Context: an optimization exercise on an open-source flow, tuned for small area. The choices shown serve that exercise and are no tape-out recipe.
In this exercise RTL edits were held to simulation tests only and were not proved equivalent to the original.
The clock port is modelled as an ideal driver; clocking choices that lean on that would not hold on a real chip.
Power and IR drop assume default switching activity.

### design.v
module lm92_twi (
    input  wire        clk,
    input  wire        rst,           
    input  wire        cmd_valid,
    input  wire [31:0] cmd_word,
    input  wire        cfg_valid,
    input  wire [31:0] cfg_wdata,
    output reg         busy,
    output reg         done,
    output reg         ack,
    output reg         bus_init,
    output reg         stop_pending,
    output reg  [2:0]  phase,
    output reg         temp_valid,
    output wire [3:0]  err,
    output wire [3:0]  viol,
    output reg  [7:0]  rxdata,
    output wire [31:0] temp,
    output wire [31:0] cfg,
    output reg         scl_o,
    output reg         sda_o,
    input  wire        scl_i,
    input  wire        sda_i
);
    localparam [2:0] PH_IDLE = 3'd0, PH_ADDR = 3'd1, PH_TX = 3'd2,
                     PH_RX = 3'd3, PH_RXEND = 3'd4;
    localparam [7:0] OP_INIT = 8'h10, OP_START = 8'h11, OP_STOP = 8'h12,
                     OP_SEND = 8'h13, OP_RDACK = 8'h14, OP_RDNACK = 8'h15,
                     OP_TEMP = 8'h40;
    reg [7:0] cfg_div, cfg_sreg, cfg_tmo;
    reg [6:0] cfg_saddr;
    assign cfg = {cfg_tmo, cfg_sreg, 1'b0, cfg_saddr, cfg_div};
    reg [15:0] temp_raw;
    assign temp = {3'b000, temp_raw[15:3], temp_raw};
    reg [1:0] err_q;           
    assign err = {2'b00, err_q};
    reg [2:0] viol_q;          
    assign viol = {1'b0, viol_q};
    reg [7:0] div_active;
    reg [3:0] job;
    wire j_temp  = job[3];
    wire j_start = (job[2:0] == 3'b000) || (job[2:0] == 3'b011);
    wire j_tx    = (job[2:0] == 3'b001) || (job[2:0] == 3'b010) || (job[2:0] == 3'b100);
    wire j_rx    = (job[2:0] == 3'b101) || (job[2:0] == 3'b110);
    wire j_mack  = (job[2:0] == 3'b101);
    wire j_init  = (job[2:0] == 3'b111);
    wire j_last  = (job[2:0] == 3'b110);
    wire [7:0] opc = cmd_word[31:24];
    reg legal;
    always @(*) begin
        case (opc)
            OP_INIT, OP_START, OP_STOP, OP_RDACK, OP_RDNACK, OP_TEMP:
                legal = (cmd_word[23:0] == 24'd0);
            OP_SEND:
                legal = (cmd_word[23:8] == 16'd0);
            default:
                legal = 1'b0;
        endcase
    end
    reg seq_ok;
    always @(*) begin
        case (opc)
            OP_INIT, OP_TEMP: seq_ok = (phase == PH_IDLE);
            OP_START:         seq_ok = (phase != PH_RX);
            OP_STOP:          seq_ok = (phase == PH_ADDR) || (phase == PH_TX) || (phase == PH_RXEND);
            OP_SEND:          seq_ok = (phase == PH_ADDR) || (phase == PH_TX);
            default:          seq_ok = (phase == PH_RX);    
        endcase
    end
    reg [3:0] acc_job;
    reg [2:0] acc_phase;
    reg       acc_done;
    always @(*) begin
        acc_job = 4'b0111; acc_phase = PH_IDLE; acc_done = 1'b0;
        case (opc)
            OP_START:  begin acc_job = 4'b0000; acc_phase = PH_ADDR; acc_done = 1'b1; end
            OP_SEND:   begin acc_job = 4'b0001; acc_done = 1'b1;
                             acc_phase = (phase == PH_ADDR && cmd_word[0]) ? PH_RX : PH_TX; end
            OP_RDACK:  begin acc_job = 4'b0101; acc_phase = PH_RX; acc_done = 1'b1; end
            OP_RDNACK: begin acc_job = 4'b0110; acc_phase = PH_RXEND; acc_done = 1'b1; end
            OP_TEMP:   acc_job = 4'b1000;
            default: ;
        endcase
    end
    localparam [3:0] E_IDLE   = 4'd0,
                     E_ISSUE  = 4'd1,
                     E_GO     = 4'd2,     
                     E_P1     = 4'd3,     
                     E_RISE   = 4'd4,     
                     E_HIGH   = 4'd5,     
                     E_P4     = 4'd6,     
                     E_P5     = 4'd7,     
                     E_FALL   = 4'd8,     
                     E_DONE   = 4'd9,     
                     E_TMO    = 4'd10,    
                     E_FINISH = 4'd11;
    reg [3:0] st;
    reg [8:0] hcnt;            
    reg [7:0] thi;             
    reg [3:0] bitn;            
    reg [7:0] shreg;           
    wire       hlast = (hcnt == 9'h1F9);
    wire [8:0] hload = {1'b0, div_active};
    wire [8:0] thi_inc = {1'b0, thi} + 9'd1;
    always @(posedge clk) begin
        if (rst) begin
            busy <= 1'b0; done <= 1'b0; ack <= 1'b0; bus_init <= 1'b0;
            stop_pending <= 1'b0; phase <= PH_IDLE; temp_valid <= 1'b0;
            err_q <= 2'd0; viol_q <= 3'd0; rxdata <= 8'd0; temp_raw <= 16'd0;
            cfg_div <= 8'h20; cfg_saddr <= 7'h48; cfg_sreg <= 8'h00; cfg_tmo <= 8'h00;
            scl_o <= 1'b1; sda_o <= 1'b1;
            st <= E_IDLE;
        end else begin
            if (cfg_valid) begin
                if (busy) begin
                    if (viol_q == 3'd0) viol_q <= 3'd1;
                end else begin
                    cfg_div   <= cfg_wdata[7:0];
                    cfg_saddr <= cfg_wdata[14:8];
                    cfg_sreg  <= cfg_wdata[23:16];
                    cfg_tmo   <= cfg_wdata[31:24];
                end
            end else if (cmd_valid) begin
                if (busy) begin
                    if (viol_q == 3'd0) viol_q <= 3'd1;
                end else if (!legal) begin
                    if (viol_q == 3'd0) viol_q <= 3'd2;
                end else if (opc != OP_INIT && !bus_init) begin
                    if (viol_q == 3'd0) viol_q <= 3'd4;
                end else if (!seq_ok) begin
                    if (viol_q == 3'd0) viol_q <= 3'd5;
                end else begin
                    done  <= acc_done;
                    phase <= acc_phase;
                    err_q <= 2'd0;
                    if (opc == OP_STOP) stop_pending <= 1'b1;
                    else begin
                        busy <= 1'b1;
                        job  <= acc_job;
                    end
                end
            end
            if (!busy) shreg <= cmd_word[7:0];
            case (st)
                E_IDLE, E_FINISH: begin
                    if (st == E_FINISH) busy <= 1'b0;
                    if (stop_pending) begin
                        sda_o <= 1'b0;
                        hcnt  <= hload;
                        st    <= E_P1;
                    end else if (st == E_FINISH) begin
                        st <= E_IDLE;
                    end else if (busy) begin
                        if (j_init && !j_temp) begin
                            div_active <= cfg_div;
                            bus_init   <= 1'b1;
                            st         <= E_FINISH;
                        end else begin
                            st <= E_ISSUE;
                        end
                    end
                end
                E_ISSUE: begin
                    if (j_temp) shreg <= job[1] ? cfg_sreg : {cfg_saddr, job[2]};
                    st <= E_GO;
                end
                E_GO: begin
                    bitn  <= 4'd0;
                    hcnt  <= hload;
                    sda_o <= j_tx ? shreg[7] : 1'b1;
                    st    <= E_P1;
                end
                E_P1: begin
                    if (hlast) begin
                        scl_o <= 1'b1;
                        thi   <= 8'd0;
                        st    <= E_RISE;
                    end else begin
                        hcnt <= hcnt - 9'd1;
                    end
                end
                E_RISE: begin
                    if (scl_i) begin
                        hcnt <= hload;
                        st   <= E_HIGH;
                    end else if (busy) begin
                        hcnt <= hcnt - 9'd1;
                        if (hcnt[7:0] == 8'hFA) begin
                            if (thi_inc == {1'b0, cfg_tmo}) begin
                                sda_o <= 1'b1;
                                st    <= E_TMO;
                            end
                            thi <= thi_inc[7:0];
                        end
                    end
                end
                E_HIGH: begin
                    if (hlast) begin
                        if (stop_pending || j_start) begin
                            sda_o <= stop_pending;
                            hcnt  <= hload;
                            st    <= E_P4;
                        end else begin
                            if (bitn[3]) begin
                                if (j_tx) begin
                                    ack      <= ~sda_i;
                                    err_q[0] <= err_q[0] | sda_i;
                                end
                            end else begin
                                shreg <= {shreg[6:0], sda_i};
                            end
                            scl_o <= 1'b0;
                            st    <= E_FALL;
                        end
                    end else begin
                        hcnt <= hcnt - 9'd1;
                    end
                end
                E_P4: begin
                    if (hlast) begin
                        if (stop_pending) begin
                            stop_pending <= 1'b0;
                            st           <= E_IDLE;
                        end else begin
                            scl_o <= 1'b0;
                            hcnt  <= hload;
                            st    <= E_P5;
                        end
                    end else begin
                        hcnt <= hcnt - 9'd1;
                    end
                end
                E_P5: begin
                    if (hlast) st <= E_DONE;
                    else       hcnt <= hcnt - 9'd1;
                end
                E_FALL: begin
                    if (bitn[3]) begin
                        st <= E_DONE;
                    end else begin
                        bitn <= bitn + 4'd1;
                        hcnt <= hload;
                        if (bitn[2:0] == 3'd7)
                            sda_o <= j_rx ? ~j_mack : 1'b1;
                        else
                            sda_o <= j_tx ? shreg[7] : 1'b1;
                        st <= E_P1;
                    end
                end
                E_DONE: begin
                    if (j_rx) rxdata <= shreg;
                    if (j_temp && j_last) begin
                        temp_raw     <= {rxdata, shreg};
                        temp_valid   <= ~err_q[0];
                        stop_pending <= 1'b1;
                        st           <= E_FINISH;
                    end else if (j_temp) begin
                        job[2:0] <= job[2:0] + 3'd1;
                        st       <= E_ISSUE;
                    end else begin
                        st <= E_FINISH;
                    end
                end
                E_TMO: begin
                    busy         <= 1'b0;
                    bus_init     <= 1'b0;
                    phase        <= PH_IDLE;
                    stop_pending <= 1'b0;
                    done         <= 1'b0;
                    if (j_temp) temp_valid <= 1'b0;
                    err_q        <= 2'b10;
                    st           <= E_IDLE;
                end
                default: st <= E_IDLE;
            endcase
        end
    end
endmodule
### flow/run.sh
#!/bin/bash
# Own layout flow: the standard flow (standard.sh) with three changes.
#  1. Synthesis maps the logic with an area-oriented ABC script (flow/area.abc).
#     It runs ORFS's synth.tcl unchanged up to that ABC call, so the flip-flops
#     (mapped before ABC) are the standard synthesis's, with the same names.
#  2. Every input and output port gets a sky130_fd_sc_hd__buf_1 port buffer.
#  3. The clock tree uses clkbuf_4 buffers and no dummy loads.
# Each tool's output goes to the ORFS logs under orfs/logs; make's own output
# goes to flow.log here.
set -euo pipefail
W=$PWD

# ORFS's synth.tcl with the ABC script replaced
sed 's#^\([[:space:]]*\)log_cmd abc {\*}\$abc_args#\1lset abc_args 1 '"$W"'/flow/area.abc\n&#' \
    "$FLOW_HOME/scripts/synth.tcl" > "$W/own_synth_body.tcl"
grep -q "flow/area.abc" "$W/own_synth_body.tcl"
# The standard flow's synthesis wrapper, sourcing that copy
sed 's#source \$::env(SCRIPTS_DIR)/synth.tcl#source '"$W"'/own_synth_body.tcl#' \
    "$W/synth_recipe.tcl" > "$W/own_synth.tcl"
grep -q "own_synth_body" "$W/own_synth.tcl"

CTS="-sink_clustering_enable -repair_clock_nets -dont_use_dummy_load"
CTS="$CTS -buf_list sky130_fd_sc_hd__clkbuf_4 -sink_clustering_size 30 -sink_clustering_max_diameter 100"

bash "$W/standard.sh" \
    "SYNTH_SCRIPT=$W/own_synth.tcl" \
    "BUFFER_PORTS_ARGS=-buffer_cell sky130_fd_sc_hd__buf_1" \
    "CTS_ARGS=$CTS" \
    finish > "$W/flow.log" 2>&1
### flow/area.abc
strash
dc2
ifraig
dc2
dch -f
amap
strash
dch -f
amap

### standard.sh
#!/bin/bash
# synth_recipe.tcl (not shown) runs the flow's synth.tcl, then flattens the netlist and writes it again
# the make line also repeats each setting of config.mk as NAME=value (left out here)
make -C /OpenROAD-flow-scripts/flow DESIGN_CONFIG=/design/flow/config.mk WORK_HOME=/design/flow/orfs CLKGATE_MAP_FILE= SYNTH_SCRIPT=/design/flow/synth_recipe.tcl "${@:-finish}"
### config.mk
export PLATFORM = sky130hd
export DESIGN_NAME = lm92_twi
export DESIGN_NICKNAME = lm92_twi
export VERILOG_FILES = /design/flow/design.v
export SDC_FILE = /design/flow/constraint.sdc
export NUM_CORES = 4
export LEC_CHECK = 0
export CAP_MARGIN = 20
export CORE_MARGIN = 2
export CORE_UTILIZATION = 40
export SLEW_MARGIN = 20
### constraint.sdc
create_clock -name core_clock -period 10.0 [get_ports {clk}]
set_input_delay 2.0000 -clock core_clock [delete_from_list [all_inputs] [get_ports {clk}]]
set_output_delay 2.0000 -clock core_clock [all_outputs]
set_load 0.01 [all_outputs]
==> impl_summary.log, run 1 <==
INFO  metric run_status = finished clean
INFO  metric grt_antenna_before_repair = 1
INFO  metric ctsResizeCount = 0
INFO  metric die_x = 121 um
INFO  metric worst_hold_path.num_cells = 0
INFO  metric drt-vias-per-instance = 5.44
INFO  metric timing.critical_path.arrival = 5.24 ns
INFO  metric htree_num_levels = 4
INFO  metric edff_count_synth = 41
INFO  metric total_instance_count_after_detailed_placement = 953
INFO  metric clk_pin_slew_worst_paths = between 0.1 and 0.15 ns
INFO  metric crit_chain = buf_1, or2_0, or3_1, nor4_1, or2_0, nor2_1, or3_1, nor4_1, clkinv_1, nor3_1, a21oi_1, a22o_1
INFO  metric globalRoute.totalOverflow = 0
INFO  metric final_nets = about 880
INFO  metric placement_rows = between 40 and 50
INFO  metric synth_common_cells = 149 x sky130_fd_sc_hd__nor2_1, 75 x sky130_fd_sc_hd__dfxtp_1, 57 x sky130_fd_sc_hd__clkinv_1
INFO  metric fin_skew = 0.0481 ns
INFO  metric worst_setup_path_start_kind = input port
INFO  metric cpMaxStageDelayCell = sky130_fd_sc_hd__nor4_1
INFO  metric total_die_area = 14600 um^2
INFO  metric final_period_minus_worst_setup_slack = 4.98 ns
INFO  metric die_h = 121 um
INFO  metric min_period_over_period = 0.498
INFO  metric drt_drc_violations_left = 0
INFO  metric post_synth_fa_ha_maj_area_fraction = 0.0275
INFO  metric drt_first_pass_iters = 4
INFO  metric final.setup.worst_slack = 5.02 ns
INFO  metric r2r_setup_slack = 6.48 ns
INFO  metric crit_path_max_fanout = 10
INFO  metric comb_power_share = 0.229
INFO  metric cts_setup_buffers = 0
INFO  metric dominant_combinational_cell_family_by_area_after_synthesis = compound AO/OA/AOI/OAI gates
INFO  metric cts_num_sinks = roughly 120
INFO  metric dr.first_iter.drc_count = 291
INFO  metric maxClockFrequency = 201 MHz
INFO  metric cts_root_buffer = sky130_fd_sc_hd__clkbuf_4
INFO  metric total_routing_usage_reported_by_global_routing = 0.211
INFO  metric syn-mean-instance-area = 8.67 um^2
INFO  metric synth-seq-cells = 116
INFO  metric grt_max_degree = 41
INFO  metric crit_buf_inv = 2
INFO  metric least_margin_pin_slew = 0.911 ns
INFO  metric ys_seq_area_frac = 0.500
INFO  metric grt_setup_unrepaired = no
INFO  metric postSynth.topFlopCell = sky130_fd_sc_hd__dfxtp_1
INFO  metric post-synth-top-count-cell = sky130_fd_sc_hd__nor2_1
INFO  metric syn_area = 5470 um^2
INFO  metric cts_made_buffers = 17
INFO  metric worst_stage_delay_on_the_critical_path = 0.47 ns
INFO  metric power.sequential.fraction = 0.560
INFO  metric critical_path_class = in2reg
INFO  metric cts.path.max_buffers = 2
INFO  metric post_synth_and_or_nand_nor_area_fraction = 0.199
INFO  metric grt_pass1_wl = 24200 um
INFO  metric post-layout-total-power = 1.05 mW
INFO  metric worstSetupPathDepth = 12
INFO  metric min_path_type = reg2reg
INFO  metric cts_tree = done
INFO  metric vias_in_the_first_global_route = 4852
INFO  metric preCtsSetupSlack = 4.49 ns
INFO  metric crit-reg2reg-capture = st[1]$_SDFFE_PP0P_
INFO  metric timing.rr.start = thi[0]$_SDFFCE_PN0P_
INFO  metric start_util = 0.411
INFO  metric placement.io_buffers = between 150 and 200
INFO  metric critPathLaunch = cmd_word[25]
INFO  metric hold_end = div_active[4]$_DFFE_PP_
INFO  metric synth_area_in_compound_gates = 0.205
INFO  metric post_synth_inst_count = between 600 and 700
INFO  metric power.switching_fraction = 0.329
INFO  metric required_time_at_the_worst_slack_endpoint = 10.27 ns
INFO  metric clock_insertion_delay_worst_skew = 0.53 ns
INFO  metric routed-via-count = between 5000 and 6000
INFO  metric p_int = ~700 uW
INFO  metric gp_congestion = 0.941
INFO  metric finalSetupViolations = 0
INFO  metric vdd.ir_drop.worst = 67.3 uV
INFO  metric hold_path_startpoint = cfg_div[4]$_SDFFE_PP0P_
INFO  metric worst_path_dominant_cell_family = simple AND/OR/NAND/NOR gates
INFO  metric instances_no_fill = 971
INFO  metric timing.reg2reg.worst_path_depth = 12
INFO  metric io_pins = 161
INFO  metric powerDensity = 166 nW/um^2
INFO  metric total_switching_power = 346 uW
INFO  metric power.clock.fraction = 0.211
INFO  metric synth_top_cell_area_share = 0.275
INFO  metric yosys.area_share.xor_xnor = 0.00160
INFO  metric cts-hold-fix-buffers = 0
INFO  metric final_hold_vio_count = 0
INFO  metric synth_top_cells_by_area = sky130_fd_sc_hd__dfxtp_1 27%, sky130_fd_sc_hd__edfxtp_1 23%, sky130_fd_sc_hd__nor2_1 10%, sky130_fd_sc_hd__o22ai_1 4.9%, sky130_fd_sc_hd__clkinv_1 3.9%
INFO  metric max_cap_violations = 0
INFO  metric core_area = ~13000 um^2
INFO  metric timing.critical_path.to_type = register
INFO  metric yosys.area.top_type = sky130_fd_sc_hd__dfxtp_1
INFO  metric synthArstFlopShare = 0
INFO  metric number_of_distinct_library_cell_variants_in_the_gate_level_netlist_after_synthesis = 42
INFO  metric routed_wirelength = 15100 um
INFO  metric routedWlPerCell = 15.5 um
INFO  metric leakage = approximately 2.1 nW
INFO  metric whs = 0.440 ns
INFO  metric timing.slew.headroom = 0.389
INFO  metric tns = 0 ns
INFO  metric share_of_final_layout_standard_cells_stronger_than_drive_strength_1 = 0.0365
INFO  metric antenna_left = 0
INFO  metric slew_viol_final = 0
INFO  metric layout-area-overhead-vs-synth = 16.0%
INFO  metric detailed_place_hpwl = 11200 um
INFO  metric ys_warn_count = 1
INFO  metric yosys-mux-area-fraction = 0
-- flip-flops by register name, summed over array words and instances (netlist names), 4 cells and up --
name,flops
bitn,4
shreg,8
st,4
job,4
thi,8
cfg_saddr,7
rxdata,8
div_active,8
temp_raw,16
hcnt,9
cfg_tmo,8
cfg_sreg,8
cfg_div,8
-- cells by family after synthesis --
kind of cell / Yosys count
buffers and inverters: 77
and+or+nand+nor: 251
xor gates and xnor gates: 1
DFF: 116
adders and majority gates: 12
AOI/OAI and AO/OA: 173
other: 1
-- per-layer routing --
metal	GRT usage	up-vias	part of all wire
met4	0.0690	0	0.0098
met2	0.346	208	0.47
met5	0	-	0
li1	-	2602	-
met3	0.0470	12	0.073
met1	0.276	2458	0.45
-- cell type report --
class | count | area (um^2)
clock buffers | 17 | 128
multi-input cells | 444 | 2420
fillers | 1336 | 6950
diodes | 1 | 2.50
well taps | 176 | 220
repair buffers | 160 | 632
flip-flops and latches | 116 | 2730
inverters | 57 | 214
-- worst max path at each step --
stage | end | slack [ns]
after floorplan | job[1]$_DFFE_PN_ | 5.08
after global placement | job[1]$_DFFE_PN_ | 4.54
after detailed placement | job[1]$_DFFE_PN_ | 4.49
after CTS | job[1]$_DFFE_PN_ | 5.05
after global routing | job[1]$_DFFE_PN_ | 4.83
final | job[1]$_DFFE_PN_ | 5.02
-- power groups by stage --
| stage | Combinational (mW) | Clock [mW] | Sequential [mW] |
|---|---|---|---|
| 6_report | 0.241 | 0.222 | 0.589 |
| 3_3_place_gp | 0.231 | 0 | 0.597 |
| 3_5_place_dp | 0.237 | 0 | 0.599 |
| 4_1_cts | 0.238 | 0.231 | 0.589 |
| 2_1_floorplan | 0.159 | 0 | 0.591 |
| 5_1_grt | 0.276 | 0.251 | 0.597 |
-- cell usage in the layout (no fill, tap or decap), types with 2 or more instances in the layout --
master / count
sky130_fd_sc_hd__a221o_1: 3
sky130_fd_sc_hd__edfxtp_1: 41
sky130_fd_sc_hd__nand3_1: 3
sky130_fd_sc_hd__nand2_1: 29
sky130_fd_sc_hd__o21ai_0: 31
sky130_fd_sc_hd__or2_0: 4
sky130_fd_sc_hd__nand4_1: 3
sky130_fd_sc_hd__nor3b_1: 2
sky130_fd_sc_hd__a2111oi_0: 2
sky130_fd_sc_hd__nor3_1: 31
sky130_fd_sc_hd__a22oi_1: 26
sky130_fd_sc_hd__or3_1: 6
sky130_fd_sc_hd__conb_1: 7
sky130_fd_sc_hd__a31oi_1: 4
sky130_fd_sc_hd__ha_1: 12
sky130_fd_sc_hd__a211oi_1: 6
sky130_fd_sc_hd__o221ai_1: 3
sky130_fd_sc_hd__o22a_1: 6
sky130_fd_sc_hd__nor4_1: 14
sky130_fd_sc_hd__a221oi_1: 4
sky130_fd_sc_hd__clkbuf_4: 17
sky130_fd_sc_hd__o211ai_1: 2
sky130_fd_sc_hd__buf_4: 8
sky130_fd_sc_hd__clkinv_1: 57
sky130_fd_sc_hd__o32ai_1: 2
sky130_fd_sc_hd__and3_1: 2
sky130_fd_sc_hd__o22ai_1: 43
sky130_fd_sc_hd__dfxtp_1: 75
sky130_fd_sc_hd__nor2b_1: 3
sky130_fd_sc_hd__buf_1: 151
sky130_fd_sc_hd__a21oi_1: 33
sky130_fd_sc_hd__nor2_1: 148
-- through the flow --
stage | utilization | instance area, um^2
detailed placement | 0.467 | 6210
global route | 0.477 | 6350
global placement | 0.467 | 6210
floorplan | - | 5490
finish | 0.477 | 6350
CTS | 0.476 | 6330
==> run 2, diff against run 1 <==
--- a/config.mk
+++ b/config.mk
@@ -6,6 +6,6 @@
 export NUM_CORES = 4
 export LEC_CHECK = 0
-export CAP_MARGIN = 20
+export CAP_MARGIN = 0
 export CORE_MARGIN = 2
-export CORE_UTILIZATION = 40
-export SLEW_MARGIN = 20
+export CORE_UTILIZATION = 65
+export SLEW_MARGIN = 0
==> run 2 against run 1 <==
Against the previous run:
- first-iteration DRC count grew 4.5%
- combinational power about the same
- largest cell class unchanged
- critical endpoint unchanged
- register-to-register slack better by 0.03 ns
- via count rose by 1.8%
- non-clock buffer count shrank 4
- sequential power about the same
- synthesized cell count did not move
- worst hold slack better by 0.0092 ns
- clock skew increased by 0.0076 ns
- critical path depth unchanged
==> impl_summary.log, run 2 <==
INFO  metric grt_antenna_before_repair = 0 (was 1)
INFO  metric die_x = 95.7 um (was 121 um)
INFO  metric cts-hold-fix-buffers = 0 (unchanged)
INFO  metric syn_area = 5470 um^2 (unchanged)
INFO  metric synth_top_cell_area_share = 0.275 (unchanged)
INFO  metric maxClockFrequency = 195 MHz (was 201 MHz)
INFO  metric share_of_final_layout_standard_cells_stronger_than_drive_strength_1 = 0.0316 (was 0.0365)
INFO  metric antenna_left = 0 (unchanged)
INFO  metric hold_path_startpoint = cfg_div[4]$_SDFFE_PP0P_ (unchanged)
INFO  metric critical_path_class = in2reg (unchanged)
INFO  metric drt-vias-per-instance = 6.00 (was 5.44)
INFO  metric post-synth-top-count-cell = sky130_fd_sc_hd__nor2_1 (unchanged)
INFO  metric timing.critical_path.arrival = 5.38 ns (was 5.24 ns)
INFO  metric powerDensity = 169 nW/um^2 (was 166 nW/um^2)
INFO  metric ys_warn_count = 1 (unchanged)
INFO  metric worst_setup_path_start_kind = input port (unchanged)
INFO  metric cts_num_sinks = 116 (unchanged)
INFO  metric top_register = temp_raw (unchanged)
INFO  metric grt_max_degree = 74 (was 41)
INFO  metric htree_num_levels = 4 (unchanged)
INFO  metric diode_insertion_count_for_antenna_repair = 0 (was 1)
INFO  metric least_margin_pin_slew = 1.21 ns (was 0.911 ns)
INFO  metric cts_setup_buffers = 0 (unchanged)
INFO  metric placement_rows = 33 (was 42)
INFO  metric routed-via-count = 5374 (was 5280)
INFO  metric final_nets = 874 (was 878)
INFO  metric yosys.area.top_type = sky130_fd_sc_hd__dfxtp_1 (unchanged)
INFO  metric final_area = 6220 um^2 (was 6350 um^2)
INFO  metric max_cap_violations = 0 (unchanged)
INFO  metric vias_in_the_first_global_route = 4846 (was 4852)
INFO  metric ys_seq_area_frac = 0.500 (unchanged)
INFO  metric cts_root_buffer = sky130_fd_sc_hd__clkbuf_4 (unchanged)
INFO  metric crit_path_max_fanout = 10 (unchanged)
INFO  metric final_period_minus_worst_setup_slack = 5.14 ns (was 4.98 ns)
INFO  metric die_h = 95.7 um (was 121 um)
INFO  metric globalRoute.totalOverflow = 0 (unchanged)
INFO  metric routedWlPerCell = 16.4 um (was 15.5 um)
INFO  metric io_pins = 161 (unchanged)
INFO  metric gp_congestion = 0.920 (was 0.941)
INFO  metric cts_tree = done (unchanged)
INFO  metric edff_count_synth = 41 (unchanged)
INFO  metric final_hold_vio_count = 0 (unchanged)
INFO  metric core_area = 8180 um^2 (was 13300 um^2)
INFO  metric synth_top_cells_by_area = sky130_fd_sc_hd__dfxtp_1 27%, sky130_fd_sc_hd__edfxtp_1 23%, sky130_fd_sc_hd__nor2_1 10%, sky130_fd_sc_hd__o22ai_1 4.9%, sky130_fd_sc_hd__clkinv_1 3.9% (unchanged)
INFO  metric clk_pin_slew_worst_paths = 0.11 ns (was 0.12 ns)
INFO  metric grt_setup_unrepaired = no (unchanged)
INFO  metric required_time_at_the_worst_slack_endpoint = 10.24 ns (was 10.27 ns)
INFO  metric largest_register_ff_count = 16 (unchanged)
INFO  metric placed_cell_area = 6090 um^2 (was 6210 um^2)
INFO  metric layout-area-overhead-vs-synth = 13.7% (was 16.0%)
INFO  metric synth_common_cells = 149 x sky130_fd_sc_hd__nor2_1, 75 x sky130_fd_sc_hd__dfxtp_1, 57 x sky130_fd_sc_hd__clkinv_1 (unchanged)
INFO  metric postSynth.topFlopCell = sky130_fd_sc_hd__dfxtp_1 (unchanged)
INFO  metric finalCoreUtilization = 0.760 (was 0.477)
INFO  metric preCtsSetupSlack = 4.44 ns (was 4.49 ns)
INFO  metric tns = 0 ns (unchanged)
INFO  metric timing.rr.start = thi[0]$_SDFFCE_PN0P_ (unchanged)
INFO  metric ctsResizeCount = 0 (unchanged)
INFO  metric drt_first_pass_iters = 8 (was 4)
INFO  metric critPathLaunch = cmd_word[25] (unchanged)
INFO  metric total_routing_usage_reported_by_global_routing = 0.322 (was 0.211)
INFO  metric largestRegisters = temp_raw: 16 flops, hcnt: 9 flops (unchanged)
INFO  metric timing.slew.headroom = 0.183 (was 0.389)
INFO  metric synth-seq-cells = 116 (unchanged)
INFO  metric clock_insertion_delay_worst_skew = 0.51 ns (was 0.53 ns)
INFO  metric total_die_area = 9160 um^2 (was 14600 um^2)
INFO  metric timing.critical_path.to_type = register (unchanged)
INFO  metric leakage = 2.12 nW (was 2.14 nW)
INFO  metric number_of_distinct_library_cell_variants_in_the_gate_level_netlist_after_synthesis = 42 (unchanged)
INFO  metric min_path_type = reg2reg (unchanged)
INFO  metric drt_drc_violations_left = 0 (unchanged)
INFO  metric detailed_place_hpwl = 11000 um (was 11200 um)
INFO  metric run_status = finished clean (unchanged)
INFO  metric placement.io_buffers = 152 (unchanged)
INFO  metric min_period_over_period = 0.514 (was 0.498)
INFO  metric vdd.ir_drop.worst = 105 uV (was 67.3 uV)
INFO  metric final.setup.worst_slack = 4.86 ns (was 5.02 ns)
INFO  metric post_synth_inst_count = 631 (unchanged)
INFO  metric routed_wirelength = 14700 um (was 15100 um)
INFO  metric syn-mean-instance-area = 8.67 um^2 (unchanged)
INFO  metric dr.first_iter.drc_count = 304 (was 291)
INFO  metric cts_made_buffers = 17 (unchanged)
INFO  metric most_used_cells_in_the_layout_excluding_fill_and_tap_cells = 151 x sky130_fd_sc_hd__buf_1, 148 x sky130_fd_sc_hd__nor2_1, 75 x sky130_fd_sc_hd__dfxtp_1 (unchanged)
INFO  metric grt_pass1_wl = 22600 um (was 24200 um)
INFO  metric whs = 0.449 ns (was 0.440 ns)
INFO  metric cts.path.max_buffers = 2 (unchanged)
INFO  metric finalSetupViolations = 0 (unchanged)
INFO  metric mostFrequentLayoutCell = sky130_fd_sc_hd__buf_1 (unchanged)
INFO  metric fin_skew = 0.0557 ns (was 0.0481 ns)
INFO  metric start_util = 0.669 (was 0.411)
INFO  metric slew_viol_final = 0 (unchanged)
INFO  metric synthArstFlopShare = 0 (unchanged)
## run 2: cell count changes in the layout (fill, tap and decap cells not counted), sizes merged
cell   before  now
buf       159  155
diode       1    0
## run 2: cell type report
type                       instances  area, um^2
sequential                       116        2730
fill                             627        1960
inverter                          57         214
multi-input combinational        444        2410
tap                              105         131
timing repair buffer             156         602
clock buffer                      17         128
## run 2: kinds of logic after synthesis
| group | count (synthesis) | synth area share |
|---|---|---|
| XOR/XNOR | 1 | 0.00160 |
| AO/OA/AOI/OAI | 173 | 0.205 |
| AND/OR/NAND/NOR | 251 | 0.199 |
| other | 1 | 0.000686 |
| adder cells (fa/ha/maj) | 12 | 0.0275 |
| buffers and inverters | 77 | 0.0666 |
| flip-flops | 116 | 0.500 |
## run 2: critical path, stage by stage
cell and delay (ns):
sky130_fd_sc_hd__buf_1 0.10, sky130_fd_sc_hd__or2_0 0.24, sky130_fd_sc_hd__or3_1 0.34, sky130_fd_sc_hd__nor4_1 0.57, sky130_fd_sc_hd__or2_0 0.21, sky130_fd_sc_hd__nor2_1 0.06, sky130_fd_sc_hd__or3_1 0.44, sky130_fd_sc_hd__nor4_1 0.49
sky130_fd_sc_hd__clkinv_1 0.37, sky130_fd_sc_hd__nor3_1 0.25, sky130_fd_sc_hd__a21oi_1 0.06, sky130_fd_sc_hd__a22o_1 0.23
## run 2: path summary, 6_finish.rpt
path         slack [ns]                      end  cells after the start
min reg2reg        0.45  div_active[4]$_DFFE_PP_                      0
min                0.45  div_active[4]$_DFFE_PP_                      0
max                4.86         job[1]$_DFFE_PN_                     12
max reg2reg        6.51       st[1]$_SDFFE_PP0P_                     12
## run 2: metrics by stage
step	total power, mW	cells
2_1_floorplan	0.750	637
3_3_place_gp	0.823	878
3_5_place_dp	0.833	878
4_1_cts	1.04	895
5_1_grt	1.10	895
6_report	1.05	895
## run 2: power by group
group | internal, mW | leakage [nW] | switching, mW
logic | 0.0826 | 1.04 | 0.157
clock network | 0.0775 | 0.0782 | 0.143
registers | 0.544 | 0.996 | 0.0443
## run 2: metal layers
layer,share of wire,vias up,routed length [um],global-route usage
met5,0,-,0,0
met4,0.019,0,285,0.107
met3,0.076,26,1120,0.0846
met2,0.51,265,7510,0.562
met1,0.39,2489,5770,0.388
li1,-,2594,-,-
==> run 3, diff against run 2 <==
--- a/flow/run.sh
+++ b/flow/run.sh
@@ -5,5 +5,5 @@
 #     (mapped before ABC) are the standard synthesis's, with the same names.
 #  2. Every input and output port gets a sky130_fd_sc_hd__buf_1 port buffer.
-#  3. The clock tree uses clkbuf_4 buffers and no dummy loads.
+#  3. The clock tree uses clkbuf_8 buffers and no dummy loads.
 # Each tool's output goes to the ORFS logs under orfs/logs; make's own output
 # goes to flow.log here.
@@ -21,5 +21,5 @@
 
 CTS="-sink_clustering_enable -repair_clock_nets -dont_use_dummy_load"
-CTS="$CTS -buf_list sky130_fd_sc_hd__clkbuf_4 -sink_clustering_size 30 -sink_clustering_max_diameter 100"
+CTS="$CTS -buf_list sky130_fd_sc_hd__clkbuf_8 -sink_clustering_size 40 -sink_clustering_max_diameter 150"
 
 bash "$W/standard.sh" \
==> run 3 against run 2 <==
Against the previous run:
- synthesized area is the same
- routed wire length grew 1.0%
- power grew 8.1%
- register-to-register slack is essentially flat
- synthesized cell count is the same
- largest cell class unchanged
==> impl_summary.log, run 3 <==
INFO  metric timing.reg2reg.worst_path_depth = 7 (was 12)
INFO  metric post_synth_fa_ha_maj_area_fraction = 0.0275 (unchanged)
INFO  metric mostFrequentLayoutCell = sky130_fd_sc_hd__buf_1 (unchanged)
INFO  metric grt_max_degree = 74 (unchanged)
INFO  metric placement_rows = 33 (unchanged)
INFO  metric yosys.area.top_type = sky130_fd_sc_hd__dfxtp_1 (unchanged)
INFO  metric postSynth.topFlopCell = sky130_fd_sc_hd__dfxtp_1 (unchanged)
INFO  metric timing.critical_path.to_type = register (unchanged)
INFO  metric layout-area-overhead-vs-synth = 15.6% (was 13.7%)
INFO  metric timing.rr.start = job[1]$_DFFE_PN_ (was thi[0]$_SDFFCE_PN0P_)
INFO  metric die_h = 95.7 um (unchanged)
INFO  metric clock_insertion_delay_worst_skew = 0.43 ns (was 0.51 ns)
INFO  metric max_cap_violations = 0 (unchanged)
INFO  metric ys_seq_area_frac = 0.500 (unchanged)
INFO  metric core_area = 8180 um^2 (unchanged)
INFO  metric detailed_place_hpwl = 11000 um (unchanged)
INFO  metric io_pins = 161 (unchanged)
INFO  metric worst_path_dominant_cell_family = simple AND/OR/NAND/NOR gates (unchanged)
INFO  metric synth_top_cells_by_area = sky130_fd_sc_hd__dfxtp_1 27%, sky130_fd_sc_hd__edfxtp_1 23%, sky130_fd_sc_hd__nor2_1 10%, sky130_fd_sc_hd__o22ai_1 4.9%, sky130_fd_sc_hd__clkinv_1 3.9% (unchanged)
INFO  metric cts_made_buffers = 17 (unchanged)
INFO  metric timing.slew.headroom = 0.169 (was 0.183)
INFO  metric cts-hold-fix-buffers = 0 (unchanged)
INFO  metric yosys-mux-area-fraction = 0 (unchanged)
INFO  metric finalSetupViolations = 0 (unchanged)
INFO  metric edff_count_synth = 41 (unchanged)
INFO  metric synth_top_cell_area_share = 0.275 (unchanged)
INFO  metric powerDensity = 179 nW/um^2 (was 169 nW/um^2)
INFO  metric maxClockFrequency = 194 MHz (was 195 MHz)
INFO  metric largestRegisters = temp_raw: 16 flops, hcnt: 9 flops (unchanged)
INFO  metric total_routing_usage_reported_by_global_routing = 0.326 (was 0.322)
INFO  metric ys_warn_count = 1 (unchanged)
INFO  metric cts.path.max_buffers = 2 (unchanged)
INFO  metric clk_pin_slew_worst_paths = 0.07 ns (was 0.11 ns)
INFO  metric grt_antenna_before_repair = 0 (unchanged)
INFO  metric run_status = finished clean (unchanged)
INFO  metric vdd.ir_drop.worst = 113 uV (was 105 uV)
INFO  metric post-synth-top-count-cell = sky130_fd_sc_hd__nor2_1 (unchanged)
INFO  metric synthArstFlopShare = 0 (unchanged)
INFO  metric r2r_setup_slack = 6.50 ns (was 6.51 ns)
INFO  metric worst_setup_path_start_kind = input port (unchanged)
INFO  metric drt_first_pass_iters = 7 (was 8)
INFO  metric cts_tree = done (unchanged)
INFO  metric vias_in_the_first_global_route = 4882 (was 4846)
INFO  metric gp_congestion = 0.920 (unchanged)
INFO  metric routed-via-count = 5448 (was 5374)
INFO  metric fin_skew = 0.0348 ns (was 0.0557 ns)
INFO  metric htree_num_levels = 4 (unchanged)
INFO  metric antenna_left = 0 (unchanged)
INFO  metric ctsResizeCount = 0 (unchanged)
INFO  metric routedWlPerCell = 16.6 um (was 16.4 um)
INFO  metric drt-vias-per-instance = 6.09 (was 6.00)
INFO  metric post_synth_and_or_nand_nor_area_fraction = 0.199 (unchanged)
INFO  metric syn_area = 5470 um^2 (unchanged)
INFO  metric leakage = 2.16 nW (was 2.12 nW)
INFO  metric cts_setup_buffers = 0 (unchanged)
INFO  metric largest_register_ff_count = 16 (unchanged)
INFO  metric post_synth_inst_count = 631 (unchanged)
INFO  metric critical_path_class = in2reg (unchanged)
INFO  metric synth_common_cells = 149 x sky130_fd_sc_hd__nor2_1, 75 x sky130_fd_sc_hd__dfxtp_1, 57 x sky130_fd_sc_hd__clkinv_1 (unchanged)
INFO  metric min_path_type = reg2reg (unchanged)
INFO  metric crit_buf_inv = 2 (unchanged)
INFO  metric number_of_distinct_library_cell_variants_in_the_gate_level_netlist_after_synthesis = 42 (unchanged)
INFO  metric cts_root_buffer = sky130_fd_sc_hd__clkbuf_8 (was sky130_fd_sc_hd__clkbuf_4)
INFO  metric yosys.area_share.xor_xnor = 0.00160 (unchanged)
INFO  metric total_die_area = 9160 um^2 (unchanged)
INFO  metric worst_stage_delay_on_the_critical_path = 0.51 ns (was 0.57 ns)
INFO  metric crit_path_max_fanout = 10 (unchanged)
INFO  metric worst_hold_path.num_cells = 0 (unchanged)
INFO  metric dominant_combinational_cell_family_by_area_after_synthesis = compound AO/OA/AOI/OAI gates (unchanged)
INFO  metric final_period_minus_worst_setup_slack = 5.16 ns (was 5.14 ns)
INFO  metric required_time_at_the_worst_slack_endpoint = 10.17 ns (was 10.24 ns)
INFO  metric crit_chain = buf_1, or2_0, or3_1, nor4_1, or2_0, nor2_1, or3_1, nor4_1, clkinv_1, nor3_1, a21oi_1, a22o_1 (unchanged)
INFO  metric top_register = temp_raw (unchanged)
INFO  metric cts_num_sinks = 116 (unchanged)
INFO  metric cpMaxStageDelayCell = sky130_fd_sc_hd__nor4_1 (unchanged)
INFO  metric synth_area_in_compound_gates = 0.205 (unchanged)
INFO  metric n_fill_cell = 613 (was 627)
INFO  metric hold_end = div_active[4]$_DFFE_PP_ (unchanged)
INFO  metric min_period_over_period = 0.516 (was 0.514)
INFO  metric least_margin_pin_slew = 1.23 ns (was 1.21 ns)
INFO  metric final_nets = 874 (unchanged)
INFO  metric routed_wirelength = 14800 um (was 14700 um)
INFO  metric post-layout-total-power = 1.13 mW (was 1.05 mW)
INFO  metric crit-reg2reg-capture = rxdata[5]$_SDFFE_PP0P_ (was st[1]$_SDFFE_PP0P_)
INFO  metric grt_setup_unrepaired = no (unchanged)
INFO  metric slew_viol_final = 0 (unchanged)
INFO  metric start_util = 0.669 (unchanged)
INFO  metric most_used_cells_in_the_layout_excluding_fill_and_tap_cells = 151 x sky130_fd_sc_hd__buf_1, 148 x sky130_fd_sc_hd__nor2_1, 75 x sky130_fd_sc_hd__dfxtp_1 (unchanged)
INFO  metric tns = 0 ns (unchanged)
INFO  metric diode_insertion_count_for_antenna_repair = 0 (unchanged)
INFO  metric placement.io_buffers = 152 (unchanged)
INFO  metric share_of_final_layout_standard_cells_stronger_than_drive_strength_1 = 0.0316 (unchanged)
INFO  metric final_hold_vio_count = 0 (unchanged)
INFO  metric syn-mean-instance-area = 8.67 um^2 (unchanged)
INFO  metric globalRoute.totalOverflow = 0 (unchanged)
INFO  metric die_x = 95.7 um (unchanged)
INFO  metric timing.critical_path.arrival = 5.33 ns (was 5.38 ns)
INFO  metric dr.first_iter.drc_count = 340 (was 304)
INFO  metric drt_drc_violations_left = 0 (unchanged)
INFO  metric grt_pass1_wl = 22800 um (was 22600 um)
INFO  metric hold_path_startpoint = cfg_div[4]$_SDFFE_PP0P_ (unchanged)
INFO  metric synth-seq-cells = 116 (unchanged)
[run 3: cell counts after synthesis]
Identical to the previous run, type by type.
[run 3: layout make-up]
class                      count  area [um^2]  share of cell area
sequential                   116         2730               0.432
timing repair buffer         156          602              0.0952
tap                          105          131              0.0208
clock buffer                  17          234              0.0370
inverter                      57          214              0.0338
multi-input combinational    444         2410               0.381
[run 3: power by group]
| part | total [mW] | switching (mW) | internal [mW] |
|---|---|---|---|
| Combinational | 0.240 | 0.158 | 0.0825 |
| Sequential | 0.589 | 0.0444 | 0.545 |
| Clock | 0.304 | 0.155 | 0.149 |
[run 3: routing by layer]
layer,up-vias,track usage,part of all wire,wire length (um)
met5,-,0,0,0
met4,0,0.139,0.030,448
met3,49,0.0846,0.078,1150
met2,302,0.559,0.51,7500
met1,2510,0.389,0.39,5730
li1,2587,-,-,-
[run 3: kinds of logic after synthesis]
logic type / Yosys count
buffers and inverters: 77
other: 1
AO/OA/AOI/OAI: 173
XOR/XNOR: 1
adder cells (fa/ha/maj): 12
AND/OR/NAND/NOR: 251
flip-flops: 116
[run 3: worst max-delay path by stage]
stage                            start  cells past startpoint               end  slack (ns)
final                     cmd_word[25]                     12  job[1]$_DFFE_PN_        4.84
after detailed placement  cmd_word[25]                     12  job[1]$_DFFE_PN_        4.44
after floorplan           cmd_word[25]                     11  job[1]$_DFFE_PN_        5.08
after global placement    cmd_word[25]                     12  job[1]$_DFFE_PN_        4.58
after global routing      cmd_word[25]                     12  job[1]$_DFFE_PN_        4.64
after CTS                 cmd_word[25]                     12  job[1]$_DFFE_PN_        4.82
[run 3: stage by stage]
stage                     hold slack (ns)  setup WS (ns)  cell area, um^2  std cells   util
after floorplan                     0.477           5.08             5490        637      -
after global placement              0.443           4.58             6090        878  0.745
after detailed placement            0.448           4.44             6090        878  0.745
after CTS                           0.457           4.82             6320        895  0.773
after global routing                0.473           4.64             6320        895  0.773
final                               0.457           4.84             6320        895  0.773
==> run 4, diff against run 3 <==
--- a/design.v
+++ b/design.v
@@ -104,4 +104,16 @@
     wire [8:0] thi_inc = {1'b0, thi} + 9'd1;
     always @(posedge clk) begin
+        if ((st == E_IDLE || st == E_FINISH) && stop_pending ||
+            st == E_GO ||
+            st == E_RISE && scl_i ||
+            (st == E_HIGH || st == E_P4) && hlast ||
+            st == E_FALL)
+            hcnt <= hload;
+        else if (st == E_RISE && !busy)
+            hcnt <= 9'h1F8;
+        else
+            hcnt <= hcnt - 9'd1;
+    end
+    always @(posedge clk) begin
         if (rst) begin
             busy <= 1'b0; done <= 1'b0; ack <= 1'b0; bus_init <= 1'b0;
@@ -147,5 +159,4 @@
                     if (stop_pending) begin
                         sda_o <= 1'b0;
-                        hcnt  <= hload;
                         st    <= E_P1;
                     end else if (st == E_FINISH) begin
@@ -167,5 +178,4 @@
                 E_GO: begin
                     bitn  <= 4'd0;
-                    hcnt  <= hload;
                     sda_o <= j_tx ? shreg[7] : 1'b1;
                     st    <= E_P1;
@@ -176,15 +186,11 @@
                         thi   <= 8'd0;
                         st    <= E_RISE;
-                    end else begin
-                        hcnt <= hcnt - 9'd1;
                     end
                 end
                 E_RISE: begin
                     if (scl_i) begin
-                        hcnt <= hload;
                         st   <= E_HIGH;
                     end else if (busy) begin
-                        hcnt <= hcnt - 9'd1;
-                        if (hcnt[7:0] == 8'hFA) begin
+                        if (hcnt[7:0] == 8'hF9) begin
                             if (thi_inc == {1'b0, cfg_tmo}) begin
                                 sda_o <= 1'b1;
@@ -199,5 +205,4 @@
                         if (stop_pending || j_start) begin
                             sda_o <= stop_pending;
-                            hcnt  <= hload;
                             st    <= E_P4;
                         end else begin
@@ -213,6 +218,4 @@
                             st    <= E_FALL;
                         end
-                    end else begin
-                        hcnt <= hcnt - 9'd1;
                     end
                 end
@@ -224,14 +227,10 @@
                         end else begin
                             scl_o <= 1'b0;
-                            hcnt  <= hload;
                             st    <= E_P5;
                         end
-                    end else begin
-                        hcnt <= hcnt - 9'd1;
                     end
                 end
                 E_P5: begin
                     if (hlast) st <= E_DONE;
-                    else       hcnt <= hcnt - 9'd1;
                 end
                 E_FALL: begin
@@ -240,5 +239,4 @@
                     end else begin
                         bitn <= bitn + 4'd1;
-                        hcnt <= hload;
                         if (bitn[2:0] == 3'd7)
                             sda_o <= j_rx ? ~j_mack : 1'b1;
--- a/flow/run.sh
+++ b/flow/run.sh
@@ -5,5 +5,6 @@
 #     (mapped before ABC) are the standard synthesis's, with the same names.
 #  2. Every input and output port gets a sky130_fd_sc_hd__buf_1 port buffer.
-#  3. The clock tree uses clkbuf_8 buffers and no dummy loads.
+#  3. The clock tree uses clkbuf_4 buffers and no dummy loads.
+#  4. One tie cell drives all the constant outputs (no tie fanout repair).
 # Each tool's output goes to the ORFS logs under orfs/logs; make's own output
 # goes to flow.log here.
@@ -21,5 +22,5 @@
 
 CTS="-sink_clustering_enable -repair_clock_nets -dont_use_dummy_load"
-CTS="$CTS -buf_list sky130_fd_sc_hd__clkbuf_8 -sink_clustering_size 40 -sink_clustering_max_diameter 150"
+CTS="$CTS -buf_list sky130_fd_sc_hd__clkbuf_4 -sink_clustering_size 30 -sink_clustering_max_diameter 100"
 
 bash "$W/standard.sh" \
@@ -27,3 +28,4 @@
     "BUFFER_PORTS_ARGS=-buffer_cell sky130_fd_sc_hd__buf_1" \
     "CTS_ARGS=$CTS" \
+    SKIP_REPAIR_TIE_FANOUT=1 \
     finish > "$W/flow.log" 2>&1
==> flow/area.abc (replaced) <==
strash
balance
rewrite
refactor
balance
rewrite
rewrite -z
balance
refactor -z
rewrite -z
balance
dc2
ifraig
dc2
dch -f
amap
strash
dch -f
amap
==> run 4 against run 3 <==
Against the previous run:
- critical endpoint is now job[0]$_DFFE_PN_
- still clean
- synthesized area decreased by 2.8%
- clock-buffer cell count stayed put
- largest cell class unchanged
- die area fell by 2.7%
- power decreased by 6.7%
==> impl_summary.log, run 4 <==
INFO  metric final_area = 6040 um^2 (was 6320 um^2)
INFO  metric cts-hold-fix-buffers = 0 (unchanged)
INFO  metric ctsResizeCount = 0 (unchanged)
INFO  metric powerDensity = 175 nW/um^2 (was 179 nW/um^2)
INFO  metric cts_root_buffer = sky130_fd_sc_hd__clkbuf_4 (was sky130_fd_sc_hd__clkbuf_8)
INFO  metric p_int = 707 uW (was 776 uW)
INFO  metric synth-seq-cells = 116 (unchanged)
INFO  metric crit-reg2reg-capture = st[1]$_SDFFE_PP0P_ (was rxdata[5]$_SDFFE_PP0P_)
INFO  metric worst_setup_path_start_kind = input port (unchanged)
INFO  metric fin_skew = 0.0481 ns (was 0.0348 ns)
INFO  metric synthArstFlopShare = 0 (unchanged)
INFO  metric required_time_at_the_worst_slack_endpoint = 10.20 ns (was 10.17 ns)
INFO  metric topRoutingLayerUsed = met4 (unchanged)
INFO  metric drt_first_pass_iters = 5 (was 7)
INFO  metric min_period_over_period = 0.581 (was 0.516)
INFO  metric run_status = finished clean (unchanged)
INFO  metric postSynth.topFlopCell = sky130_fd_sc_hd__dfxtp_1 (unchanged)
INFO  metric crit_path_max_fanout = 8 (was 10)
INFO  metric cts_tree = done (unchanged)
INFO  metric leakage = 2.04 nW (was 2.16 nW)
INFO  metric min_path_type = reg2reg (unchanged)
INFO  metric placed_cell_area = 5920 um^2 (was 6090 um^2)
INFO  metric total_die_area = 8920 um^2 (was 9160 um^2)
INFO  metric most_used_cells_in_the_layout_excluding_fill_and_tap_cells = 151 x sky130_fd_sc_hd__buf_1, 118 x sky130_fd_sc_hd__nor2_1, 84 x sky130_fd_sc_hd__dfxtp_1 (was 151 x sky130_fd_sc_hd__buf_1, 148 x sky130_fd_sc_hd__nor2_1, 75 x sky130_fd_sc_hd__dfxtp_1)
INFO  metric vdd.ir_drop.worst = 132 uV (was 113 uV)
INFO  metric total_switching_power = 350 uW (was 357 uW)
INFO  metric post_synth_inst_count = 603 (was 631)
INFO  metric grt_antenna_before_repair = 0 (unchanged)
INFO  metric met1_length = 5960 um (was 5730 um)
INFO  metric drt_drc_violations_left = 0 (unchanged)
INFO  metric routed-via-count = 5306 (was 5448)
INFO  metric critical_path_class = in2reg (unchanged)
INFO  metric share_of_final_layout_standard_cells_stronger_than_drive_strength_1 = 0.0343 (was 0.0316)
INFO  metric post-synth-top-count-cell = sky130_fd_sc_hd__nor2_1 (unchanged)
INFO  metric power.sequential.fraction = 0.551 (was 0.520)
INFO  metric placement_rows = 32 (was 33)
INFO  metric cts_num_sinks = 116 (unchanged)
INFO  metric core_area = 7810 um^2 (was 8180 um^2)
INFO  metric least_margin_pin_slew = 1.05 ns (was 1.23 ns)
INFO  metric grt_max_degree = 73 (was 74)
INFO  metric hold_path_startpoint = done$_SDFFE_PP0P_ (was cfg_div[4]$_SDFFE_PP0P_)
INFO  metric layout-area-overhead-vs-synth = 13.7% (was 15.6%)
INFO  metric grt_pass1_wl = 22400 um (was 22800 um)
INFO  metric worst_hold_path.num_cells = 2 (was 0)
INFO  metric die_h = 94.4 um (was 95.7 um)
INFO  metric edff_count_synth = 32 (was 41)
INFO  metric final_hold_vio_count = 0 (unchanged)
INFO  metric detailroute.wirelength.met2 = 6620 um (was 7500 um)
INFO  metric top_register = temp_raw (unchanged)
INFO  metric max_cap_violations = 0 (unchanged)
INFO  metric cts_made_buffers = 17 (unchanged)
INFO  metric r2r_setup_slack = 6.48 ns (was 6.50 ns)
INFO  metric power.clock.fraction = 0.211 (was 0.268)
INFO  metric timing.rr.start = hcnt[4]$_DFF_P_ (was job[1]$_DFFE_PN_)
INFO  metric mostFrequentLayoutCell = sky130_fd_sc_hd__buf_1 (unchanged)
INFO  metric n_fill_cell = 540 (was 613)
INFO  metric start_util = 0.681 (was 0.669)
INFO  metric htree_num_levels = 4 (unchanged)
INFO  metric number_of_distinct_library_cell_variants_in_the_gate_level_netlist_after_synthesis = 38 (was 42)
INFO  metric ys_seq_area_frac = 0.497 (was 0.500)
INFO  metric dr.first_iter.drc_count = 380 (was 340)
INFO  metric timing.critical_path.arrival = 6.01 ns (was 5.33 ns)
INFO  metric diode_insertion_count_for_antenna_repair = 0 (unchanged)
INFO  metric ys_warn_count = 1 (unchanged)
INFO  metric clock_insertion_delay_worst_skew = 0.50 ns (was 0.43 ns)
INFO  metric comb_power_share = 0.238 (was 0.212)
INFO  metric tns = 0 ns (unchanged)
INFO  metric detailed_place_hpwl = 10300 um (was 11000 um)
INFO  metric synth_common_cells = 119 x sky130_fd_sc_hd__nor2_1, 84 x sky130_fd_sc_hd__dfxtp_1, 53 x sky130_fd_sc_hd__clkinv_1 (was 149 x sky130_fd_sc_hd__nor2_1, 75 x sky130_fd_sc_hd__dfxtp_1, 57 x sky130_fd_sc_hd__clkinv_1)
INFO  metric detailroute.wirelength.met3 = 1390 um (was 1150 um)
INFO  metric synth_top_cell_area_share = 0.316 (was 0.275)
INFO  metric power.switching_fraction = 0.331 (was 0.315)
INFO  metric timing.reg2reg.worst_path_depth = 14 (was 7)
INFO  metric hold_end = done$_SDFFE_PP0P_ (was div_active[4]$_DFFE_PP_)
INFO  metric yosys.area.top_type = sky130_fd_sc_hd__dfxtp_1 (unchanged)
INFO  metric final_nets = 841 (was 874)
INFO  metric slew_viol_final = 0 (unchanged)
INFO  metric cts.path.max_buffers = 2 (unchanged)
INFO  metric syn_area = 5320 um^2 (was 5470 um^2)
INFO  metric post-layout-total-power = 1.06 mW (was 1.13 mW)
INFO  metric finalSetupViolations = 0 (unchanged)
INFO  metric routed_wirelength = 14200 um (was 14800 um)
INFO  metric syn-mean-instance-area = 8.81 um^2 (was 8.67 um^2)
INFO  metric largest_register_ff_count = 16 (unchanged)
INFO  metric placement.io_buffers = 152 (unchanged)
INFO  metric largestRegisters = temp_raw: 16 flops, hcnt: 9 flops (unchanged)
INFO  metric antenna_left = 0 (unchanged)
INFO  metric total_routing_usage_reported_by_global_routing = 0.322 (was 0.326)
INFO  metric drt-vias-per-instance = 6.17 (was 6.09)
INFO  metric synth_top_cells_by_area = sky130_fd_sc_hd__dfxtp_1 32%, sky130_fd_sc_hd__edfxtp_1 18%, sky130_fd_sc_hd__nor2_1 8.4%, sky130_fd_sc_hd__o22ai_1 4.9%, sky130_fd_sc_hd__a22oi_1 4.1% (was sky130_fd_sc_hd__dfxtp_1 27%, sky130_fd_sc_hd__edfxtp_1 23%, sky130_fd_sc_hd__nor2_1 10%, sky130_fd_sc_hd__o22ai_1 4.9%, sky130_fd_sc_hd__clkinv_1 3.9%)
INFO  metric final_period_minus_worst_setup_slack = 5.81 ns (was 5.16 ns)
INFO  metric maxClockFrequency = 172 MHz (was 194 MHz)
INFO  metric routedWlPerCell = 16.6 um (about the same)
INFO  metric grt_setup_unrepaired = no (unchanged)
INFO  metric clk_pin_slew_worst_paths = 0.08 ns (was 0.07 ns)
INFO  metric io_pins = 161 (unchanged)
INFO  metric die_x = 94.4 um (was 95.7 um)
INFO  metric globalRoute.totalOverflow = 0 (unchanged)
INFO  metric vias_in_the_first_global_route = 4817 (was 4882)
INFO  metric cts_setup_buffers = 0 (unchanged)
INFO  metric timing.slew.headroom = 0.292 (was 0.169)
INFO  metric timing.critical_path.to_type = register (unchanged)
INFO  metric gp_congestion = 0.909 (was 0.920)
## run 4: kinds of logic (layout without fill, tap and decap cells)
group           count (synthesis)  in the layout  share of synthesized area
xor+xnor                        1              1                    0.00165
compound gates                182            182                      0.227
simple gates                  219            219                      0.182
flops                         116            116                      0.497
fa+ha+maj                      11             11                     0.0259
other cells                     1              1                   0.000706
buf+inv                        73            228                     0.0657
## run 4: cell type report
class,count,area (um^2),area share
Clock buffer,17,128,0.0211
Inverter,53,199,0.0329
Multi-Input combinational cell,414,2330,0.386
Sequential cell,116,2640,0.437
Tap cell,102,128,0.0211
Timing Repair Buffer,158,617,0.102
## run 4: power groups by stage
stage	logic [mW]	clock network [mW]	registers [mW]
final	0.251	0.223	0.583
after detailed placement	0.246	0	0.590
after global placement	0.237	0	0.586
after CTS	0.247	0.223	0.580
after floorplan	0.173	0	0.581
after global routing	0.281	0.242	0.587
## run 4: stage by stage
stage                     setup WS [ns]  hold slack (ns)  cells   util
after global placement             3.98            0.439    843  0.758
after floorplan                    4.65            0.442    603      -
after CTS                          4.35            0.464    860  0.774
final                              4.19            0.470    860  0.774
after global routing               3.71            0.478    860  0.774
after detailed placement           3.85            0.443    843  0.758
## run 4: metal layers
metal,vias to the layer above,GRT usage
met2,317,0.524
met5,-,0
met4,0,0.105
met1,2435,0.424
met3,31,0.0782
li1,2523,-
## run 4: how the worst max path moves through the flow
stage	to	slack [ns]	depth (start not counted)	startpoint
floorplan	job[0]$_DFFE_PN_	4.65	17	cmd_word[29]
global placement	job[0]$_DFFE_PN_	3.98	18	cmd_word[29]
detailed placement	job[0]$_DFFE_PN_	3.85	18	cmd_word[29]
CTS	job[0]$_DFFE_PN_	4.35	18	cmd_word[29]
global route	job[0]$_DFFE_PN_	3.71	18	cmd_word[29]
finish	job[0]$_DFFE_PN_	4.19	18	cmd_word[29]
## run 4: critical path: stages
cell	delay (ns)
sky130_fd_sc_hd__buf_1	0.09
sky130_fd_sc_hd__nor3_1	0.21
sky130_fd_sc_hd__nand2_1	0.13
sky130_fd_sc_hd__nor3_1	0.60
sky130_fd_sc_hd__clkinv_1	0.18
sky130_fd_sc_hd__o21ai_0	0.23
sky130_fd_sc_hd__or3_1	0.14
sky130_fd_sc_hd__a31oi_1	0.07
sky130_fd_sc_hd__or4_1	0.44
sky130_fd_sc_hd__or3_1	0.36
sky130_fd_sc_hd__nor3_1	0.38
sky130_fd_sc_hd__clkinv_1	0.38
sky130_fd_sc_hd__nor2_1	0.26
sky130_fd_sc_hd__clkinv_1	0.19
sky130_fd_sc_hd__nor2_1	0.15
sky130_fd_sc_hd__a21oi_1	0.06
sky130_fd_sc_hd__nor2_1	0.10
sky130_fd_sc_hd__a21oi_1	0.05
==> run 5, diff against run 4 <==
--- a/config.mk
+++ b/config.mk
@@ -8,4 +8,4 @@
 export CAP_MARGIN = 0
 export CORE_MARGIN = 2
-export CORE_UTILIZATION = 65
+export CORE_UTILIZATION = 80
 export SLEW_MARGIN = 0
==> run 5 against run 4 <==
Against the previous run:
- the run now fails in global placement
- synthesized cell count unchanged
- synthesized area unchanged
==> impl_summary.log, run 5 <==
INFO  metric placement.io_buffers = 152 (unchanged)
INFO  metric run_status = stopped before the end (was finished clean)
INFO  metric synth-seq-cells = 116 (unchanged)
INFO  metric placement_rows = 29 (was 32)
INFO  metric start_util = 0.832 (was 0.681)
INFO  metric edff_count_synth = 32 (unchanged)
INFO  metric synth_top_cells_by_area = sky130_fd_sc_hd__dfxtp_1 32%, sky130_fd_sc_hd__edfxtp_1 18%, sky130_fd_sc_hd__nor2_1 8.4%, sky130_fd_sc_hd__o22ai_1 4.9%, sky130_fd_sc_hd__a22oi_1 4.1% (unchanged)
INFO  metric ys_seq_area_frac = 0.497 (unchanged)
INFO  metric yosys.area.top_type = sky130_fd_sc_hd__dfxtp_1 (unchanged)
INFO  metric syn-mean-instance-area = 8.81 um^2 (unchanged)
INFO  metric ys_warn_count = 1 (unchanged)
INFO  metric stop_stage = global placement
INFO  metric postSynth.topFlopCell = sky130_fd_sc_hd__dfxtp_1 (unchanged)
INFO  metric die_h = 85.5 um (was 94.4 um)
INFO  metric post_synth_inst_count = 603 (unchanged)
INFO  metric io_pins = 161 (unchanged)
INFO  metric synthArstFlopShare = 0 (unchanged)
INFO  metric stop_error = [ERROR GPL-0301] Utilization 101.237 % exceeds 100%.
INFO  metric synth_top_cell_area_share = 0.316 (unchanged)
INFO  metric post-synth-top-count-cell = sky130_fd_sc_hd__nor2_1 (unchanged)
INFO  metric synth_common_cells = 119 x sky130_fd_sc_hd__nor2_1, 84 x sky130_fd_sc_hd__dfxtp_1, 53 x sky130_fd_sc_hd__clkinv_1 (unchanged)
INFO  metric syn_area = 5320 um^2 (unchanged)
INFO  metric number_of_distinct_library_cell_variants_in_the_gate_level_netlist_after_synthesis = 38 (unchanged)
INFO  metric die_x = 85.5 um (was 94.4 um)
run 5: cell counts after synthesis:
No cell type changed its count.
run 5: cells by family after synthesis:
kind of cell,share of synthesized area
simple gates,0.182
compound gates,0.227
flops,0.497
buf+inv,0.0657
fa+ha+maj,0.0259
xor+xnor,0.00165
other cells,0.000706
==> run 6, diff against run 5 <==
--- a/flow/run.sh
+++ b/flow/run.sh
@@ -1,9 +1,10 @@
 #!/bin/bash
-# Own layout flow: the standard flow (standard.sh) with three changes.
+# Own layout flow: the standard flow (standard.sh) with these changes.
 #  1. Synthesis maps the logic with an area-oriented ABC script (flow/area.abc).
 #     It runs ORFS's synth.tcl unchanged up to that ABC call, so the flip-flops
 #     (mapped before ABC) are the standard synthesis's, with the same names.
 #  2. Every input and output port gets a sky130_fd_sc_hd__buf_1 port buffer.
-#  3. The clock tree uses clkbuf_4 buffers and no dummy loads.
+#  3. The clock tree uses clkbuf_4 buffers and no dummy loads; afterwards
+#     flow/post_cts.tcl upsizes the root and the weakest leaf buffers.
 #  4. One tie cell drives all the constant outputs (no tie fanout repair).
 # Each tool's output goes to the ORFS logs under orfs/logs; make's own output
@@ -28,4 +29,5 @@
     "BUFFER_PORTS_ARGS=-buffer_cell sky130_fd_sc_hd__buf_1" \
     "CTS_ARGS=$CTS" \
+    "POST_CTS_TCL=$W/flow/post_cts.tcl" \
     SKIP_REPAIR_TIE_FANOUT=1 \
     finish > "$W/flow.log" 2>&1
--- a/flow/area.abc
+++ b/flow/area.abc
@@ -18,2 +18,7 @@
 dch -f
 amap
+topo
+stime -c
+buffer -c
+upsize -c
+dnsize -c
==> flow/post_cts.tcl (new file) <==
# After TritonCTS (POST_CTS_TCL): the H-tree's leaf buffers drive unequal
# numbers of clock pins. Upsize the root buffer and every buffer whose clock
# pins see a slew over 100 ps (placement estimate) to clkbuf_8, then legalise the placement
# again.
estimate_parasitics -placement
set big [get_lib_cells sky130_fd_sc_hd__clkbuf_8]
set thr 0.100
set changed 0
foreach inst [get_cells clkbuf_*] {
  set name [get_full_name $inst]
  set net [get_nets -of_objects [get_pins $name/X]]
  set mx 0.0
  foreach p [get_pins -of_objects $net -filter "direction==input"] {
    foreach s [list [get_property $p slew_max_rise] [get_property $p slew_max_fall]] {
      if {$s > $mx} { set mx $s }
    }
  }
  if {$name eq "clkbuf_0_clk" || $mx > $thr} {
    puts "post_cts: $name sink slew $mx -> clkbuf_8"
    replace_cell $inst $big
    incr changed
  }
}
if {$changed > 0} {
  detailed_placement
  check_placement -verbose
  estimate_parasitics -placement
}
--- a/config.mk
+++ b/config.mk
@@ -8,4 +8,4 @@
 export CAP_MARGIN = 0
 export CORE_MARGIN = 2
-export CORE_UTILIZATION = 80
+export CORE_UTILIZATION = 65
 export SLEW_MARGIN = 0
==> run 6 against run 5 <==
Against the previous run:
- now clean on timing, DRC and antenna
- synthesized area increased by 2.4%
- synthesized cell count is 3.6% higher
==> impl_summary.log, run 6 <==
INFO  metric vdd.ir_drop.worst = a little over 100 uV
INFO  metric diode_insertion_count_for_antenna_repair = 0
INFO  metric final_nets = 839
INFO  metric post_synth_and_or_nand_nor_area_fraction = 0.185 (was 0.182)
INFO  metric hold_end = done$_SDFFE_PP0P_
INFO  metric syn-mean-instance-area = 8.70 um^2 (was 8.81 um^2)
INFO  metric gp_congestion = 0.946
INFO  metric crit_chain = buf_1, nor3_1, nand2_1, nor4_1, or3_1, a31oi_1, or4_1, or3_4, nor3_4, inv_2, nor2_2, nor2_1, o32a_1
INFO  metric yosys.area_share.xor_xnor = 0.00161 (was 0.00165)
INFO  metric fin_skew = 0.0313 ns
INFO  metric hold_path_startpoint = done$_SDFFE_PP0P_
INFO  metric worst_hold_path.num_cells = 2
INFO  metric min_path_type = reg2reg
INFO  metric yosys.area.top_type = sky130_fd_sc_hd__dfxtp_1 (unchanged)
INFO  metric drt-vias-per-instance = slightly above 6
INFO  metric clk_pin_slew_worst_paths = roughly 0.07 ns
INFO  metric placement_rows = 33 (was 29)
INFO  metric ys_warn_count = 1 (unchanged)
INFO  metric total_instance_count_after_detailed_placement = 844
INFO  metric max_cap_violations = 0
INFO  metric grt_pass1_wl = about 23000 um
INFO  metric top_register = temp_raw
INFO  metric timing.critical_path.to_type = register
INFO  metric placement.io_buffers = 152 (unchanged)
INFO  metric final_area = 6090 um^2
INFO  metric run_status = finished clean (was stopped before the end)
INFO  metric grt_max_degree = 73
INFO  metric final_hold_vio_count = 0
INFO  metric total_die_area = 9120 um^2
INFO  metric most_used_cells_in_the_layout_excluding_fill_and_tap_cells = 151 x sky130_fd_sc_hd__buf_1, 117 x sky130_fd_sc_hd__nor2_1, 84 x sky130_fd_sc_hd__dfxtp_1
INFO  metric start_util = 0.665 (was 0.832)
INFO  metric clock_insertion_delay_worst_skew = 0.41 ns
INFO  metric finalSetupViolations = 0
INFO  metric critical_path_class = in2reg
INFO  metric die_h = 95.5 um (was 85.5 um)
INFO  metric postSynth.topFlopCell = sky130_fd_sc_hd__dfxtp_1 (unchanged)
INFO  metric cts_tree = done
INFO  metric share_of_final_layout_standard_cells_stronger_than_drive_strength_1 = 0.0622
INFO  metric routedWlPerCell = about 17 um
INFO  metric mostFrequentLayoutCell = sky130_fd_sc_hd__buf_1
INFO  metric routed_wirelength = 14700 um
INFO  metric grt_antenna_before_repair = 0
INFO  metric timing.slew.headroom = 0.209
INFO  metric globalRoute.totalOverflow = 0
INFO  metric number_of_distinct_library_cell_variants_in_the_gate_level_netlist_after_synthesis = 49 (was 38)
INFO  metric slew_viol_final = 0
INFO  metric n_fill_cell = between 600 and 700
INFO  metric leakage = about 2.2 nW
INFO  metric io_pins = 161 (unchanged)
## run 6: cell count changes after synthesis, sizes merged
cell,change
clkinv,-52
inv,+52
clkbuf,+22
## run 6: cell type report
cell class	count	share of cell area
Sequential cell	116	0.434
Multi-Input combinational cell	414	0.389
Timing Repair Buffer	156	0.0987
Inverter	53	0.0326
Clock buffer	17	0.0240
Tap cell	105	0.0216
## run 6: logic make-up after synthesis
kind of cell / count (synthesis)
buffers and inverters: 95
flip-flops: 116
AO/OA/AOI/OAI: 182
AND/OR/NAND/NOR: 219
XOR/XNOR: 1
other: 1
adder cells (fa/ha/maj): 11
## run 6: worst max path at each step
stage / cells past startpoint / startpoint / endpoint / slack, ns
2_1_floorplan: 14 / cmd_word[27] / job[1]$_DFFE_PN_ / 5.11
3_3_place_gp: 13 / cmd_word[29] / job[1]$_DFFE_PN_ / 4.57
3_5_place_dp: 13 / cmd_word[29] / job[1]$_DFFE_PN_ / 4.56
5_1_grt: 16 / cmd_word[29] / job[0]$_DFFE_PN_ / 4.56
6_report: 13 / cmd_word[29] / job[1]$_DFFE_PN_ / 4.93
## run 6: power by group
group	internal (mW)	leakage (nW)	switching [mW]
registers	0.532	0.989	0.0512
clock network	0.0916	0.0860	0.145
logic	0.0989	1.13	0.155
total	0.723	2.20	0.351
## run 6: worst max-delay path, delay by kind of cell
kind,cells,cell delay [ns]
AO/OA/AOI/OAI,2,0.42
AND/OR/NAND/NOR,9,2.57
buffers and inverters,2,0.23
## run 6: metal layers
layer	routed length, um	global-route usage
met4	282	0.126
met2	7170	0.536
met3	1070	0.0688
met1	6170	0.450
met5	0	0
## run 6: through the flow
stage	utilization	hold WS, ns	worst slack, ns
2_1_floorplan	-	0.442	5.11
5_1_grt	0.745	0.495	4.56
3_3_place_gp	0.728	0.446	4.57
6_report	0.745	0.470	4.93
3_5_place_dp	0.728	0.458	4.56

Re-timed with assumed drivers on the ports (clkbuf_16 on the clock, buf_2 on other inputs), run 6 has 4.942 ns of setup slack against 4.929 ns with ideal ports, and 4.517 ns once port delays also move by the mid clock arrival of 0.424 ns.
